This design comes from an exercise in tuning for small area, a short achievable clock period and few clock cycles on the open sky130 flow, not from production work. Function was checked by simulation only, so behaviour that the tests miss may differ from the original. No activity file was given, so power comes from the tool's default toggle rates.

==> design/flow/design.v <==
module jvs_relay (
    input  wire       clk,
    input  wire       rst,
    input  wire       host_rx_valid,
    input  wire [7:0] host_rx_data,
    output wire       host_rx_ready,
    output wire       host_tx_valid,
    output wire [7:0] host_tx_data,
    input  wire       host_tx_ready,
    input  wire       host_tx_idle,
    input  wire       bus_rx_valid,
    input  wire [7:0] bus_rx_data,
    output wire       bus_rx_ready,
    output wire       bus_tx_valid,
    output wire [7:0] bus_tx_data,
    input  wire       bus_tx_ready,
    input  wire       bus_tx_idle,
    output reg        bus_dir,
    input  wire       bus_sense,
    output reg        status,
    output reg        diag_req,
    output reg  [3:0] diag_code,
    input  wire       diag_done
);
    localparam [7:0] SYNC = 8'hE0;
    localparam [7:0] ESC  = 8'hD0;
    reg        hrx_rdy;       
    reg        brx_rdy;       
    reg        btx_vld;       
    reg        htx_vld;       
    reg        hunting;       
    reg        pend;          
    reg        pos_node;      
    reg        pos_len;       
    reg  [7:0] sum_q;         
    reg  [7:0] prev_q;        
    reg        wr_q;          
    reg        adv_q;         
    reg        rb;            
    reg  [7:0] node_q;
    reg  [7:0] len_q;
    reg  [7:0] rem;           
    reg [15:0] row_oh;        
    reg  [7:0] tx_q;          
    reg        half1;         
    reg        esc_e0;        
    reg        last_q;        
    reg  [7:0] h0, h1;
    reg        h0_last, h1_last;
    reg  [1:0] cnt;
    reg        src_len;       
    assign host_rx_ready = hrx_rdy;
    assign bus_rx_ready  = brx_rdy;
    assign host_tx_valid = htx_vld;
    assign bus_tx_valid  = btx_vld;
    assign host_tx_data  = tx_q;
    assign bus_tx_data   = tx_q;
    wire       rx_fire = (hrx_rdy & host_rx_valid) | (brx_rdy & bus_rx_valid);
    wire [7:0] raw     = ({8{hrx_rdy}} & host_rx_data) | ({8{brx_rdy}} & bus_rx_data);
    wire       is_sync = (raw == SYNC);
    wire       is_pfx  = !pend && (raw == ESC);
    wire [7:0] val     = raw + {7'd0, pend};
    wire       rx_log  = rx_fire && !hunting && !is_pfx;     
    wire       pos_dat = !pos_node && !pos_len;
    wire [7:0] csum    = sum_q + prev_q;                      
    wire [7:0] csum_m1 = csum - 8'd1;
    wire       match   = pend ? (raw == csum_m1) : (raw == csum);
    wire       rem_is1 = (rem == 8'd1);
    wire       len_is0 = pend ? (raw == 8'hFF) : (raw == 8'h00);
    wire       rx_end  = rx_log && ((pos_len && len_is0) || (pos_dat && rem_is1));
    wire       tx_act  = btx_vld | htx_vld;
    wire       tx_fire = (btx_vld & bus_tx_ready) | (htx_vld & host_tx_ready);
    wire       pop     = tx_fire && !half1 && !last_q;        
    wire       more    = src_len || (rem != 8'd0);
    wire       push    = tx_act && !cnt[1] && more;           
    wire       rd_shift = push && !src_len;
    wire       shift = wr_q | rd_shift;
    wire [3:0] tap0  = len_q[3:0] - 4'd1;
    wire [7:0] tap [0:15];
    genvar r;
    generate
        for (r = 0; r < 16; r = r + 1) begin : g_row
            reg [127:0] cells;
            always @(posedge clk)
                if (shift && row_oh[r])
                    cells <= {cells[119:0], prev_q};
            if (r == 0) begin : g_tap0
                assign tap[r] = cells[{tap0, 3'b000} +: 8];
            end else begin : g_tapn
                assign tap[r] = cells[127:120];
            end
        end
    endgenerate
    reg [7:0] arr_out;
    integer k;
    always @(*) begin
        arr_out = 8'd0;
        for (k = 0; k < 16; k = k + 1)
            arr_out = arr_out | ({8{row_oh[k]}} & tap[k]);
    end
    wire [7:0] fetch      = src_len ? len_q : arr_out;
    wire       fetch_last = src_len ? (len_q == 8'd0) : rem_is1;
    wire       h0_esc     = (h0 == 8'hD0) || (h0 == 8'hE0);
    always @(posedge clk) begin
        if (rst) begin
            hrx_rdy   <= 1'b0;
            brx_rdy   <= 1'b0;
            btx_vld   <= 1'b0;
            htx_vld   <= 1'b0;
            bus_dir   <= 1'b0;
            status    <= 1'b0;
            diag_req  <= 1'b1;
            diag_code <= 4'd1;
            hunting   <= 1'b1;
            pend      <= 1'b0;
            wr_q      <= 1'b0;
            tx_q      <= SYNC;
            half1     <= 1'b0;
            last_q    <= 1'b0;
        end else begin
            if (diag_req && diag_done) begin
                diag_req <= 1'b0;
                if (diag_code == 4'd4)
                    htx_vld <= 1'b1;
                else
                    hrx_rdy <= 1'b1;
            end
            wr_q <= 1'b0;
            if (rx_fire) begin
                if (hunting) begin
                    if (is_sync) begin
                        hunting  <= 1'b0;
                        pend     <= 1'b0;
                        pos_node <= 1'b1;
                        pos_len  <= 1'b0;
                        sum_q    <= 8'd0;
                        prev_q   <= 8'd0;
                    end
                end else if (is_pfx) begin
                    pend <= 1'b1;
                end else begin
                    pend   <= 1'b0;
                    sum_q  <= csum;
                    prev_q <= val;
                    if (pos_node) begin
                        node_q   <= val;
                        rb       <= (val == 8'hFF);
                        pos_node <= 1'b0;
                        pos_len  <= 1'b1;
                    end else if (pos_len) begin
                        len_q   <= val;
                        rem     <= val;
                        row_oh  <= 16'd1;
                        rb      <= rb && (val == 8'h03);
                        pos_len <= 1'b0;
                    end else begin
                        rem   <= rem - 8'd1;
                        wr_q  <= 1'b1;
                        adv_q <= (rem[3:0] == 4'd1);
                        if (rem == 8'd3) rb <= rb && (val == 8'hF0);
                        if (rem == 8'd2) rb <= rb && (val == 8'hD9);
                    end
                    if (rx_end) begin
                        hunting <= 1'b1;
                        hrx_rdy <= 1'b0;
                        brx_rdy <= 1'b0;
                        if (hrx_rdy) begin
                            if (!match) begin
                                diag_req  <= 1'b1;
                                diag_code <= 4'd2;
                            end else if (rb && pos_dat) begin
                                diag_req  <= 1'b1;
                                diag_code <= 4'd3;
                            end else begin
                                bus_dir <= 1'b1;
                                status  <= 1'b1;
                                btx_vld <= 1'b1;
                            end
                        end else begin
                            if (match) begin
                                htx_vld <= 1'b1;
                            end else begin
                                diag_req  <= 1'b1;
                                diag_code <= 4'd4;
                            end
                        end
                    end
                end
            end
            if (wr_q && adv_q)
                row_oh <= {row_oh[14:0], 1'b0};
            if (!tx_act) begin
                h0      <= node_q;
                h0_last <= 1'b0;
                cnt     <= 2'd1;
                src_len <= 1'b1;
            end else begin
                if (tx_fire) begin
                    if (half1) begin
                        tx_q  <= {3'b110, esc_e0, 4'hF};
                        half1 <= 1'b0;
                    end else if (last_q) begin
                        btx_vld <= 1'b0;
                        htx_vld <= 1'b0;
                        tx_q    <= SYNC;
                        last_q  <= 1'b0;
                    end else begin
                        tx_q   <= h0_esc ? ESC : h0;
                        half1  <= h0_esc;
                        esc_e0 <= h0[5];
                        last_q <= h0_last;
                    end
                end
                if (pop) begin
                    if (push && cnt == 2'd1) begin
                        h0 <= fetch; h0_last <= fetch_last;
                    end else begin
                        h0 <= h1; h0_last <= h1_last;
                    end
                    if (push) begin
                        h1 <= fetch; h1_last <= fetch_last;
                    end
                end else if (push) begin
                    if (cnt == 2'd0) begin
                        h0 <= fetch; h0_last <= fetch_last;
                    end else begin
                        h1 <= fetch; h1_last <= fetch_last;
                    end
                end
                cnt <= cnt + {1'b0, push} - {1'b0, pop};
                if (push) begin
                    src_len <= 1'b0;
                    if (src_len) begin
                        rem    <= len_q;
                        row_oh <= 16'd1;
                    end else begin
                        rem <= rem - 8'd1;
                        if (rem[3:0] == 4'd1)
                            row_oh <= {row_oh[14:0], 1'b0};
                    end
                end
            end
            if (bus_dir && !btx_vld && bus_tx_idle) begin
                bus_dir <= 1'b0;
                brx_rdy <= 1'b1;
            end
            if (status && !bus_dir && !brx_rdy && !htx_vld && !diag_req && host_tx_idle) begin
                status  <= 1'b0;
                hrx_rdy <= 1'b1;
            end
        end
    end
    wire unused_sense = bus_sense;
endmodule
==> design/flow/run.sh <==
#!/bin/bash
# synth_recipe.tcl (not shown) runs the flow's synth.tcl, then flattens the netlist and writes it again
# the make line also repeats each setting of config.mk as NAME=value (left out here)
make -C /OpenROAD-flow-scripts/flow DESIGN_CONFIG=/design/flow/config.mk WORK_HOME=/design/flow/orfs CLKGATE_MAP_FILE= SYNTH_SCRIPT=/design/flow/synth_recipe.tcl finish
==> design/flow/config.mk <==
export PLATFORM = sky130hd
export DESIGN_NAME = jvs_relay
export DESIGN_NICKNAME = jvs_relay
export VERILOG_FILES = /design/flow/design.v
export SDC_FILE = /design/flow/constraint.sdc
export NUM_CORES = 4
export LEC_CHECK = 0
export ABC_CLOCK_PERIOD_IN_PS = 2500
export CAP_MARGIN = 20
export CORE_MARGIN = 2
export CORE_UTILIZATION = 40
export SETUP_SLACK_MARGIN = 5
export SLEW_MARGIN = 20
export TNS_END_PERCENT = 100
==> design/flow/constraint.sdc <==
create_clock -name core_clock -period 10.0 [get_ports {clk}]
set_input_delay 2.0000 -clock core_clock [delete_from_list [all_inputs] [get_ports {clk}]]
set_output_delay 2.0000 -clock core_clock [all_outputs]
set_load 0.01 [all_outputs]
==> summary.md, run 1 <==
| Metric | Value |
|---|---|
| Status | finished clean |
| Sw Ratio | 18.4% |
| Hold Startpoint | g_row[13].cells[80]$_DFFE_PP_ |
| Synth unique cells | 80 |
| Vias in the first global route | 24600 |
| Initial DRC Count | 2514 |
| Area grow syn2layout | 13.8% |
| Post-layout min period | 4.68 ns |
| Biggest regs | g_row.cells x2048, row_oh x16 |
| DRT antenna net count | 0 |
| Clock-pin slew on the worst setup and hold paths | 0.06 ns |
| Sw Pwr | 3.08 mW |
| Synthesized net count | 2899 |
| Final global-route overflow total | 0 |
| Synthesized area | 69400 sq um |
| Most common cell in the netlist | edfxtp_1 |
| Logic pwr share | 0.4% |
| First-pass GRT wire length | 147000 microns |
| Worst Skew | 0.0251 ns |
| Period utilization | 46.8% |
| Worst-Margin Slew | 1.12 ns |
| # H-tree levels | 4 |
| Worst EP arrival | 5.09 ns |
| Synth top area cells | edfxtp_1, mux4_2, a22oi_1 |
| Setup crit start kind | register |
| Worst Slack Setup Final | 5.32 ns |
| Rows | 152 |
| Worst path max stage delay | 0.81 ns |
| Fin. Hold Viols | 0 |
| Worst r2r src | rem[0]$_DFFE_PN_ |
| Total core area | 172000 sq um |
| Die Area | 177000 sq um |
| Largest net degree at the start of global routing | 97 |
| All-Layer GR Usage | 11.0% |
| Share of cells above drive strength 1 | 11.9% |
| CP Max Fanout | 74 |
| Worst slack at placement | 4.73 ns |
| Finish-stage setup viols | 0 |
| Antenna violations before repair | 10 |
| EDFF count, synth | 2130 |
| Synth Instances | 2854 |
| Mapped Avg Cell Area | 24.3 sq um |
| Vias | 25600 |
| CTS tree | yes |
| Seq/Total Area, Yosys | 92.8% |
| P_int | 13.7 mW |
| Pwr/cell area | 212 nW/um^2 |
| Hold_buf cts | 0 |
| RSZ-0062 raised after global routing | no |
| Wirelength per Cell | 17.6 microns |
| Critical path class | register to register |
| Max Slew Vio Count | 0 |
| Clk buf depth | 3 |
| Crit end category | register |
| Remaining DRCs | 0 |
| Top-area cell type share of the netlist area | 92.1% |
| Hold Path Class | register to register |
| Yosys warnings | 1 |
| Yosys top cell by area | edfxtp_1 |
| Crit path cell chain | inv_1 -> ha_1 -> nand2_1 -> o31a_1 -> inv_1 -> nor2_1 -> nor2_4 -> buf_4 -> nor2b_4 -> buf_4 -> buf_4 |
| Hold Slack | 0.394 ns |
| Final WL | 97500 microns |
| CTS root buffer | clkbuf_16 |
| F_max | 214 MHz |
| Die height | 421 microns |
| Initial Utilization | 40.3% |
| PortBufs | 50 |
| Die width | 421 microns |
| TritonCTS buffer count | 191 |
| Worst path most repeated cell | buf_4 |
| Top FF cell, synth | edfxtp_1 |
| MaxCap Viol Count | 0 |
| Post-route setup TNS | 0 ns |
| Reg power frac | 58.4% |
| Clk Latency, worst-skew pair | 0.80 ns |
| Most flops, register | g_row.cells |
| RD Place Congestion | 0.819 |
| Commonest cells in the netlist | edfxtp_1, a21oi_1, a22oi_1 |
| Nets | 3123 |
| Critical path's slowest cell | buf_4 |
| FFs w/ async S/R, synth | 0% |
| Setup crit start | rem[0]$_DFFE_PN_ |
| Synthesis-stage register bit count | 2153 |
| I/O pin cnt | 53 |
| Max-slew headroom at the worst pin | 24.9% |
| R2R Setup Slk | 5.32 ns |
| Final HPWL DP | 52800 microns |
| Peak VDD IR | 0.179 mV |
| Leak Pwr | 24.4 nW |
| Largest register FFs | 2048 |
| # clock sinks | 2153 |
| First-pass detailed-route iteration total | 5 |
| Critical Path RT | 10.41 ns |
| Clock power frac | 41.1% |
| DR vias/cell | 4.61 |
kinds of logic after synthesis:
family,count (synthesis),share of synthesized area (%)
AND/OR/NAND/NOR,223,1.65
XOR/XNOR,29,0.443
flip-flops,2153,92.8
multiplexers,52,1.33
other,1,0.00540
buffers and inverters,97,0.672
AO/OA/AOI/OAI,280,2.78
adder cells (fa/ha/maj),19,0.353
cell usage in the layout (no fill, tap or decap), types with 8 or more instances in the layout:
cell / n
edfxtp_1: 2130
a22o_1: 12
xnor2_1: 12
nor2_1: 49
mux4_2: 32
dfxtp_1: 23
inv_6: 8
nand2_1: 48
a21oi_1: 66
nand4_1: 17
clkbuf_16: 194
inv_1: 30
clkbuf_1: 54
clkdlybuf4s50_1: 50
clkinv_2: 24
bufinv_16: 12
nor3_1: 17
xor2_1: 11
mux2i_1: 20
nand3_1: 17
o21ai_0: 45
a211oi_1: 29
buf_4: 38
a22oi_1: 65
nor2b_1: 11
clkinv_1: 42
nor2b_4: 16
ha_1: 17
per-stage QoR:
step / std cells / total power [mW] / cell area [sq um] / utilization (%)
6_report: 5545 / 16.8 / 79000 / 45.9
5_1_grt: 5543 / 17.3 / 79000 / 45.9
4_1_cts: 5540 / 17.0 / 78900 / 45.9
3_5_place_dp: 5193 / 10.1 / 73000 / 42.4
3_3_place_gp: 5193 / 10.1 / 73000 / 42.4
2_1_floorplan: 2854 / 10.0 / 69500 / -
critical path, delay by kind of cell (launching register included):
| kind | cells | cell delay [ns] |
|---|---|---|
| compound gates | 1 | 0.53 |
| fa+ha+maj | 1 | 0.28 |
| buf+inv | 5 | 2.13 |
| flops | 1 | 0.42 |
| simple gates | 4 | 0.83 |
power groups by stage:
stage          sequential, mW  combinational, mW  clock, mW
2_1_floorplan            9.97             0.0501          0
3_3_place_gp             9.98             0.0722          0
3_5_place_dp             9.99             0.0730          0
4_1_cts                  9.79             0.0737       7.13
5_1_grt                  9.79             0.0797       7.45
6_report                 9.79             0.0733       6.89
path summary, 6_finish.rpt:
path                                                       to  depth (start not counted)
worst min-delay path            g_row[13].cells[88]$_DFFE_PP_                          0
worst max register to register   g_row[5].cells[97]$_DFFE_PP_                         11
worst max-delay path             g_row[5].cells[97]$_DFFE_PP_                         11
worst min register to register  g_row[13].cells[88]$_DFFE_PP_                          0
area by class of cell:
cell class / count / area (sq um)
fillers: 14000 / 93100
flip-flops and latches: 2153 / 64400
clock buffers: 248 / 5060
multi-input cells: 605 / 4740
well taps: 2310 / 2890
repair buffers: 96 / 885
clock inverters: 98 / 873
inverters: 31 / 116
diodes: 4 / 10.0
timing repair:
action | 4_1_cts | 5_1_grt
gates cloned | 1 | 0
resized for setup | 0 | 1
endpoints found under the setup margin | 46 | 46
setup buffers | 0 | 0
metal layers:
metal	track usage, %	wire length [microns]	up-vias
met4	4.68	3240	0
met3	2.55	4930	197
li1	-	-	12000
met2	17.5	47200	574
met1	14.5	42100	12800
met5	0	0	-
Testbench counts, summed over its fixed seeds: cycles 33,319.
==> run 2: changes to the inputs <==
==> design/flow/flow/run.sh (new file) <==
#!/bin/bash
set -euo pipefail
bash standard.sh SETUP_SLACK_MARGIN=6.5 finish > standard_flow.log 2>&1
==> design/flow/standard.sh (new file) <==
#!/bin/bash
# synth_recipe.tcl (not shown) runs the flow's synth.tcl, then flattens the netlist and writes it again
# the make line also repeats each setting of config.mk as NAME=value (left out here)
make -C /OpenROAD-flow-scripts/flow DESIGN_CONFIG=/design/flow/config.mk WORK_HOME=/design/flow/orfs CLKGATE_MAP_FILE= SYNTH_SCRIPT=/design/flow/synth_recipe.tcl "${@:-finish}"
--- a/design/flow/config.mk
+++ b/design/flow/config.mk
@@ -9,6 +9,5 @@
 export CAP_MARGIN = 20
 export CORE_MARGIN = 2
 export CORE_UTILIZATION = 40
-export SETUP_SLACK_MARGIN = 5
 export SLEW_MARGIN = 20
 export TNS_END_PERCENT = 100
removed: design/flow/run.sh
==> run 2 against run 1 <==
Against the previous run:
- first-iteration DRC count is 7.6% lower
- critical path depth is 3 lower
- via count rose by 0.89%
- global-route usage increased by 0.19 points
- non-clock buffer count grew 33
- clock skew shrank 0.0059 ns
- sequential share of layout area down 1.2 points
- sequential power barely moved
- highest routed layer unchanged
==> summary.md, run 2 <==
| Metric | Value |
|---|---|
| Most frequent cells in the layout | edfxtp_1, clkbuf_16, a21oi_1 (unchanged) |
| Commonest non-fill, non-tap cell in the layout | edfxtp_1 (unchanged) |
| Clk Latency, worst-skew pair | 0.78 ns (was 0.80 ns) |
| RD Place Congestion | 0.821 (was 0.819) |
| Worst-Margin Slew | 1.06 ns (was 1.12 ns) |
| CTS tree | yes (unchanged) |
| DRT antenna net count | 0 (unchanged) |
| Final Non-Filler Cells | 5594 (was 5545) |
| Largest register FFs | 2048 (unchanged) |
| Worst Hold Depth | 0 (unchanged) |
| Synthesis-stage register bit count | 2153 (unchanged) |
| Top-area cell type share of the netlist area | 92.1% (unchanged) |
| Leak Pwr | 24.9 nW (was 24.4 nW) |
| Finish-stage setup viols | 0 (unchanged) |
| Nets | 3166 (was 3123) |
| Die Area | 177000 sq um (unchanged) |
| Pwr/cell area | 210 nW/um^2 (was 212 nW/um^2) |
| Seq. cell area | 64400 sq um (about the same) |
| Hold Path Class | register to register (unchanged) |
| Share of cells above drive strength 1 | 15.3% (was 11.9%) |
| Critical Path RT | 10.41 ns (about the same) |
| Setup crit start kind | input port (was register) |
| Initial Utilization | 40.3% (unchanged) |
| Most flops, register | g_row.cells (unchanged) |
| Seq/Total Area, Yosys | 92.8% (unchanged) |
| Antenna violations before repair | 9 (was 10) |
| Final HPWL DP | 52500 microns (was 52800 microns) |
| R2r endpoint | g_row[7].cells[20]$_DFFE_PP_ (was g_row[5].cells[97]$_DFFE_PP_) |
| EDFF count, synth | 2130 (unchanged) |
| Hold Startpoint | g_row[14].cells[97]$_DFFE_PP_ (was g_row[13].cells[80]$_DFFE_PP_) |
| Worst slack at placement | 5.20 ns (was 4.73 ns) |
| Most common cell in the netlist | edfxtp_1 (unchanged) |
| Rows | 152 (unchanged) |
| Period utilization | 35.2% (was 46.8%) |
| Sw Ratio | 18.3% (was 18.4%) |
| Logic pwr share | 0.5% (was 0.4%) |
| TritonCTS buffer count | 196 (was 191) |
| Max-slew headroom at the worst pin | 29.4% (was 24.9%) |
| CP Max Fanout | 8 (was 74) |
| Final global-route overflow total | 0 (unchanged) |
| Sw Pwr | 3.09 mW (was 3.08 mW) |
| I/O pin cnt | 53 (unchanged) |
| Post-layout min period | 3.52 ns (was 4.68 ns) |
| Die width | 421 microns (unchanged) |
| Initial DRC Count | 2323 (was 2514) |
| Worst EP arrival | 3.93 ns (was 5.09 ns) |
| Post-route setup TNS | 0 ns (unchanged) |
| # H-tree levels | 4 (unchanged) |
| Vias in the first global route | 25000 (was 24600) |
| R2R Setup Slk | 6.58 ns (was 5.32 ns) |
| PortBufs | 50 (unchanged) |
| Yosys warnings | 1 (unchanged) |
| Worst Skew | 0.0191 ns (was 0.0251 ns) |
| Die height | 421 microns (unchanged) |
| First-pass detailed-route iteration total | 5 (unchanged) |
| Remaining DRCs | 0 (unchanged) |
| Hold_buf cts | 0 (unchanged) |
| Fin. Hold Viols | 0 (unchanged) |
| Status | finished clean (unchanged) |
| Mapped Avg Cell Area | 24.3 sq um (unchanged) |
| FFs w/ async S/R, synth | 0% (unchanged) |
| Crit end category | register (unchanged) |
| Clock power frac | 41.4% (was 41.1%) |
| Synth Instances | 2854 (unchanged) |
| Top FF cell, synth | edfxtp_1 (unchanged) |
| Worst r2r src | rem[4]$_DFFE_PN_ (was rem[0]$_DFFE_PN_) |
| Biggest regs | g_row.cells x2048, row_oh x16 (unchanged) |
| Wirelength per Cell | 17.6 microns (about the same) |
| Largest net degree at the start of global routing | 97 (unchanged) |
| Synth top area cells | edfxtp_1, mux4_2, a22oi_1 (unchanged) |
| Multi-input logic area | 5250 sq um (was 4740 sq um) |
| Critical path class | input port to register (was register to register) |
| Synthesized area | 69400 sq um (unchanged) |
| Synthesized net count | 2899 (unchanged) |
| First-pass GRT wire length | 150000 microns (was 147000 microns) |
| Commonest cells in the netlist | edfxtp_1, a21oi_1, a22oi_1 (unchanged) |
| DR vias/cell | 4.61 (about the same) |
| Inst Count DP | 5193 (unchanged) |
| Reg2Reg Depth | 9 (was 11) |
| # fillers | 13900 (was 14000) |
| Worst Slack Setup Final | 6.48 ns (was 5.32 ns) |
| F_max | 284 MHz (was 214 MHz) |
| RSZ-0062 raised after global routing | yes (was no) |
| Area grow syn2layout | 15.4% (was 13.8%) |
| Peak VDD IR | 0.132 mV (was 0.179 mV) |
| Clk buf depth | 3 (unchanged) |
| Max Slew Vio Count | 0 (unchanged) |
| # clock sinks | 2153 (unchanged) |
| Yosys top cell by area | edfxtp_1 (unchanged) |
| Synth unique cells | 80 (unchanged) |
| CTS root buffer | clkbuf_16 (unchanged) |
| P_int | 13.8 mW (was 13.7 mW) |
| Final WL | 98600 microns (was 97500 microns) |
| Hold Path End | g_row[14].cells[105]$_DFFE_PP_ (was g_row[13].cells[88]$_DFFE_PP_) |
| Total core area | 172000 sq um (unchanged) |
| All-Layer GR Usage | 11.2% (was 11.0%) |
| Clock-pin slew on the worst setup and hold paths | 0.06 ns (about the same) |
| MaxCap Viol Count | 0 (unchanged) |
| Reg power frac | 58.1% (was 58.4%) |
| Vias | 25800 (was 25600) |
| Final core occ | 46.6% (was 45.9%) |
[run 2: cell counts after synthesis]
No cell type changed its count.
[run 2: worst max path at each step]
stage	start	to	slack, ns	depth (start not counted)
after floorplan	host_rx_data[0]	pos_len$_SDFFCE_PP0P_	6.10	5
after global placement	bus_rx_data[6]	prev_q[5]$_SDFFCE_PP0P_	5.17	7
after detailed placement	host_rx_data[3]	rb$_DFFE_PP_	5.20	10
after CTS	tx_q[2]$_SDFFE_PP0P_	host_tx_data[2]	6.50	1
after global routing	host_rx_data[7]	node_q[3]$_DFFE_PP_	6.43	8
final	host_rx_data[7]	node_q[3]$_DFFE_PP_	6.48	8
[run 2: worst max-delay path: stages]
cell,delay [ns]
dlygate4sd2_1,0.26
a22o_1,0.23
a22o_1,0.21
a32oi_4,0.27
o21ai_4,0.14
buf_4,0.16
buf_4,0.14
nor3b_2,0.53
[run 2: final cells by class]
class                           count  share of cell area [%]
Antenna cell                        5                  0.0156
Clock buffer                      248                    6.44
Clock inverter                    108                    1.11
Inverter                           31                   0.156
Multi-Input combinational cell    610                    6.55
Sequential cell                  2153                    80.4
Tap cell                         2310                    3.61
Timing Repair Buffer              129                    1.74
[run 2: per-layer routing]
layer	vias up	global-route usage, %	share of wire, %
met5	-	0	0
met4	0	6.14	4.5
met3	222	2.36	5.4
met2	604	17.1	47
met1	12900	15.0	44
li1	12100	-	-
[run 2: kinds of logic after synthesis]
kind of cell	after synthesis	synth area share, %
and+or+nand+nor	223	1.65
muxes	52	1.33
buffers and inverters	97	0.672
xor gates and xnor gates	29	0.443
other	1	0.00540
DFF	2153	92.8
AOI/OAI and AO/OA	280	2.78
adders and majority gates	19	0.353
[run 2: per-stage QoR]
stage / power (mW) / area (sq um) / hold slack [ns]
after floorplan: 10.0 / 69900 / 0.400
after global placement: 10.1 / 73200 / 0.400
after detailed placement: 10.1 / 73200 / 0.405
after CTS: 17.1 / 79900 / 0.402
after global routing: 17.4 / 80200 / 0.413
final: 16.9 / 80200 / 0.407
[run 2: power by group through the flow]
stage / combinational [mW] / sequential (mW) / clock (mW)
3_3_place_gp: 0.0763 / 9.99 / 0
4_1_cts: 0.0842 / 9.79 / 7.21
6_report: 0.0879 / 9.79 / 6.98
3_5_place_dp: 0.0772 / 9.99 / 0
5_1_grt: 0.0945 / 9.79 / 7.54
2_1_floorplan: 0.0544 / 9.97 / 0
[run 2: timing repair]
| item | in CTS | in global routing |
|---|---|---|
| resized for setup | 156 | 40 |
| setup endpoints to repair | 1966 | 888 |
| setup buffers | 19 | 13 |
| pin swaps | 10 | 17 |
| endpoints found under the hold margin | 0 | 0 |
| gates cloned | 7 | 1 |
==> run 3: changes to the inputs <==
==> design/flow/flow/run.sh (replaced) <==
#!/bin/bash
set -euo pipefail
bash standard.sh SETUP_SLACK_MARGIN=7 finish > standard_flow.log 2>&1
--- a/design/flow/config.mk
+++ b/design/flow/config.mk
@@ -9,5 +9,7 @@
 export CAP_MARGIN = 20
 export CORE_MARGIN = 2
 export CORE_UTILIZATION = 40
+export CTS_CLUSTER_DIAMETER = 60
+export CTS_CLUSTER_SIZE = 40
 export SLEW_MARGIN = 20
 export TNS_END_PERCENT = 100
==> run 3 against run 2 <==
Against the previous run:
- still clean
- non-clock buffer count is 113 higher
- synthesized cell count unchanged
- clock skew increased by 0.031 ns
- via count fell by 0.43%
- sequential share of layout area is 0.22 points lower
- utilization up 0.15 points
- worst hold slack lost 0.0058 ns
- fmax increased by 2.7%
- critical path depth up 3
==> summary.md, run 3 <==
| Metric | Value |
|---|---|
| Hold Startpoint | g_row[8].cells[93]$_DFFE_PP_ (was g_row[14].cells[97]$_DFFE_PP_) |
| CTS tree | yes (unchanged) |
| DRT antenna net count | 0 (unchanged) |
| Total chip power | 15.3 mW (was 16.9 mW) |
| Cell family with most CP delay | compound AO/OA/AOI/OAI gates (unchanged) |
| Post-layout min period | 3.43 ns (was 3.52 ns) |
| Initial Utilization | 40.3% (unchanged) |
| Reg2Reg Depth | 11 (was 9) |
| RD Place Congestion | 0.791 (was 0.821) |
| Hold Path End | g_row[8].cells[101]$_DFFE_PP_ (was g_row[14].cells[105]$_DFFE_PP_) |
| Max-slew headroom at the worst pin | 43.7% (was 29.4%) |
| Largest net degree at the start of global routing | 98 (was 97) |
| Pwr/cell area | 190 nW/um^2 (was 210 nW/um^2) |
| Setup crit start kind | input port (unchanged) |
| Nets | 3200 (was 3166) |
| Share of cells above drive strength 1 | 20.5% (was 15.3%) |
| Commonest non-fill, non-tap cell in the layout | edfxtp_1 (unchanged) |
| Worst EP arrival | 3.94 ns (was 3.93 ns) |
| Clk buf depth | 3 (unchanged) |
| Largest register FFs | 2048 (unchanged) |
| Synthesis-stage register bit count | 2153 (unchanged) |
| All-Layer GR Usage | 11.3% (was 11.2%) |
| Critical Path RT | 10.51 ns (was 10.41 ns) |
| Final WL | 101000 microns (was 98600 microns) |
| Die height | 421 microns (unchanged) |
| Clock-pin slew on the worst setup and hold paths | 0.08 ns (was 0.06 ns) |
| Period utilization | 34.3% (was 35.2%) |
| R2r endpoint | bus_dir$_SDFFE_PP0P_ (was g_row[7].cells[20]$_DFFE_PP_) |
| Top FF cell, synth | edfxtp_1 (unchanged) |
| First-pass GRT wire length | 152000 microns (was 150000 microns) |
| Synth unique cells | 80 (unchanged) |
| Worst path bufs/invs | 3 (unchanged) |
| Worst Hold Depth | 0 (unchanged) |
| Critical path's slowest cell | a221o_1 (was nor3b_2) |
| EDFF count, synth | 2130 (unchanged) |
| Yosys top cell by area | edfxtp_1 (unchanged) |
| Reg power frac | 63.9% (was 58.1%) |
| MaxCap Viol Count | 0 (unchanged) |
| Remaining DRCs | 0 (unchanged) |
| R2R Setup Slk | 6.65 ns (was 6.58 ns) |
| # H-tree levels | 3 (was 4) |
| Finish-stage setup viols | 0 (unchanged) |
| # clock sinks | 2153 (unchanged) |
| Logic pwr share | 0.7% (was 0.5%) |
| Final global-route overflow total | 0 (unchanged) |
| CTS root buffer | clkbuf_16 (unchanged) |
| # fillers | 13800 (was 13900) |
| I/O pin cnt | 53 (unchanged) |
| Die Area | 177000 sq um (unchanged) |
| Synth Instances | 2854 (unchanged) |
| Total core area | 172000 sq um (unchanged) |
| Mapped Avg Cell Area | 24.3 sq um (unchanged) |
| Most flops, register | g_row.cells (unchanged) |
| Status | finished clean (unchanged) |
| Peak VDD IR | 0.133 mV (was 0.132 mV) |
| Vias | 25700 (was 25800) |
| CP Max Fanout | 6 (was 8) |
| Most common cell in the netlist | edfxtp_1 (unchanged) |
| F_max | 292 MHz (was 284 MHz) |
| Clock power frac | 35.4% (was 41.4%) |
| Worst Skew | 0.0502 ns (was 0.0191 ns) |
| Synth top area cells | edfxtp_1, mux4_2, a22oi_1 (unchanged) |
| Crit end category | register (unchanged) |
| Fin. Hold Viols | 0 (unchanged) |
| Vias in the first global route | 24800 (was 25000) |
| Leak Pwr | 24.9 nW (about the same) |
| Hold Path Class | register to register (unchanged) |
| Antenna violations before repair | 6 (was 9) |
| Critical path class | input port to register (unchanged) |
| Biggest regs | g_row.cells x2048, row_oh x16 (unchanged) |
| Rows | 152 (unchanged) |
| Yosys warnings | 1 (unchanged) |
| Die width | 421 microns (unchanged) |
| P_int | 12.2 mW (was 13.8 mW) |
| Wirelength per Cell | 18.2 microns (was 17.6 microns) |
| Worst-Margin Slew | 0.844 ns (was 1.06 ns) |
| Post-route setup TNS | 0 ns (unchanged) |
| DR vias/cell | 4.62 (was 4.61) |
| Synthesized net count | 2899 (unchanged) |
| Worst path max stage delay | 0.29 ns (was 0.53 ns) |
| Area grow syn2layout | 15.8% (was 15.4%) |
| First-pass detailed-route iteration total | 5 (unchanged) |
| Initial DRC Count | 2369 (was 2323) |
| Sw Ratio | 19.9% (was 18.3%) |
| Worst r2r src | prev_q[0]$_SDFFCE_PP0P_ (was rem[4]$_DFFE_PN_) |
| Max Slew Vio Count | 0 (unchanged) |
| Clk Latency, worst-skew pair | 0.77 ns (was 0.78 ns) |
| TritonCTS buffer count | 114 (was 196) |
| Synthesized area | 69400 sq um (unchanged) |
| FFs w/ async S/R, synth | 0% (unchanged) |
| Commonest cells in the netlist | edfxtp_1, a21oi_1, a22oi_1 (unchanged) |
| Top-area cell type share of the netlist area | 92.1% (unchanged) |
| Most frequent cells in the layout | edfxtp_1, clkbuf_16, buf_4 (was edfxtp_1, clkbuf_16, a21oi_1) |
| RSZ-0062 raised after global routing | yes (unchanged) |
| Seq/Total Area, Yosys | 92.8% (unchanged) |
| Final HPWL DP | 52600 microns (was 52500 microns) |
| Sw Pwr | 3.05 mW (was 3.09 mW) |
| PortBufs | 50 (unchanged) |
| Crit path cell chain | buf_8 -> a22o_1 -> a22o_1 -> a32oi_4 -> o21ai_4 -> buf_6 -> buf_6 -> or2_4 -> o21ai_2 -> o21ai_1 -> a221o_1 (was dlygate4sd2_1 -> a22o_1 -> a22o_1 -> a32oi_4 -> o21ai_4 -> buf_4 -> buf_4 -> nor3b_2) |
run 3: cell counts after synthesis:
Identical to the previous run, type by type.
run 3: worst max path at each step:
stage,to,cells after the start,slack [ns],start
2_1_floorplan,pos_len$_SDFFCE_PP0P_,5,6.10,host_rx_data[0]
3_3_place_gp,sum_q[5]$_SDFFCE_PP0P_,7,5.19,bus_rx_data[6]
3_5_place_dp,sum_q[5]$_SDFFCE_PP0P_,7,5.14,bus_rx_data[6]
4_1_cts,diag_code[2]$_SDFFE_PP0P_,10,6.66,prev_q[0]$_SDFFCE_PP0P_
5_1_grt,diag_code[2]$_SDFFE_PP0P_,10,6.49,prev_q[0]$_SDFFCE_PP0P_
6_report,rem[4]$_DFFE_PN_,11,6.57,bus_rx_data[6]
run 3: through the flow:
| step | utilization (%) | hold WS [ns] | worst slack, ns | cell area, sq um | instances |
|---|---|---|---|---|---|
| 2_1_floorplan | - | 0.400 | 6.10 | 70000 | 2854 |
| 3_3_place_gp | 42.6 | 0.400 | 5.19 | 73400 | 5192 |
| 3_5_place_dp | 42.6 | 0.405 | 5.14 | 73400 | 5192 |
| 4_1_cts | 46.3 | 0.405 | 6.66 | 79800 | 5524 |
| 5_1_grt | 46.7 | 0.414 | 6.49 | 80400 | 5561 |
| 6_report | 46.7 | 0.401 | 6.57 | 80400 | 5562 |
run 3: power groups by stage:
| stage | clock, mW | combinational [mW] | sequential, mW |
|---|---|---|---|
| 2_1_floorplan | 0 | 0.0576 | 9.97 |
| 3_3_place_gp | 0 | 0.0780 | 9.99 |
| 4_1_cts | 5.60 | 0.100 | 9.78 |
| 3_5_place_dp | 0 | 0.0791 | 9.99 |
| 6_report | 5.41 | 0.111 | 9.78 |
| 5_1_grt | 5.90 | 0.117 | 9.78 |
run 3: cell families after synthesis:
kind of cell	synth area share, %
AO/OA/AOI/OAI	2.78
XOR/XNOR	0.443
adder cells (fa/ha/maj)	0.353
buffers and inverters	0.672
flip-flops	92.8
multiplexers	1.33
other	0.00540
AND/OR/NAND/NOR	1.65
run 3: area by class of cell:
class	count	area, sq um	share of cell area (%)
clock buffers	120	2920	3.63
inverters	31	133	0.165
multi-input cells	613	5690	7.07
diodes	1	2.50	0.00311
clock inverters	92	1190	1.48
flip-flops and latches	2153	64500	80.2
well taps	2310	2890	3.59
repair buffers	242	3140	3.90
run 3: timing repair:
action,4_1_cts,5_1_grt
endpoints found under the setup margin,2189,700
cloned,28,5
hold endpoints to repair,0,0
pin swaps,67,44
hold buffers,0,0
gates resized for setup,415,93
setup buffers,92,31
run 3: metal layers:
layer / wire, microns / GRT usage, % / vias to the layer above
li1: - / - / 12100
met1: 44400 / 15.3 / 12900
met2: 48600 / 18.2 / 487
met3: 4700 / 1.86 / 148
met4: 3760 / 4.71 / 0
met5: 0 / 0 / -
run 3: worst register-to-register path: stages (launching register included):
cell and delay (ns):
edfxtp_1 0.47, ha_4 0.21, fa_2 0.42, or3b_4 0.42, or3_4 0.42, a221oi_4 0.24, o21ai_2 0.10, a211oi_4 0.30
o211ai_4 0.16, buf_12 0.17, nor4_4 0.20, o211a_1 0.18

[static timing again, ports no longer ideal]
How much do the figures lean on ideal ports? The routed layouts below were timed once more, with nothing changed but the port constraints. Step 1: set_driving_cell puts a clkbuf_16 on clk and a buf_2 on each other input, an assumption about the parent block. Step 2 adds t to the input delays and takes it off the output delays; t is the mean of the earliest and latest rising clock arrival at the registers after step 1. Input paths then give back, and output paths get back, about the clock's delay inside the block. Slacks: no drivers / after step 1 / after step 2; pairs: no drivers / after step 1.
run | t, ns | setup slack, ns | worst setup path at the end | cell pins on the clock port's net
run 1 | 0.861 | 5.317 / 5.317 / 4.677 | input to register | 1
run 2 | 0.851 | 6.478 / 6.513 / 5.679 | input to register | 1
run 3 | 0.815 | 6.571 / 6.600 / 5.786 | input to register | 1
After both steps setup and hold are still met in every run listed. For run 2, which loses most, drivers alone change the setup slack by +0.035 ns; drivers and shift together by -0.799 ns.
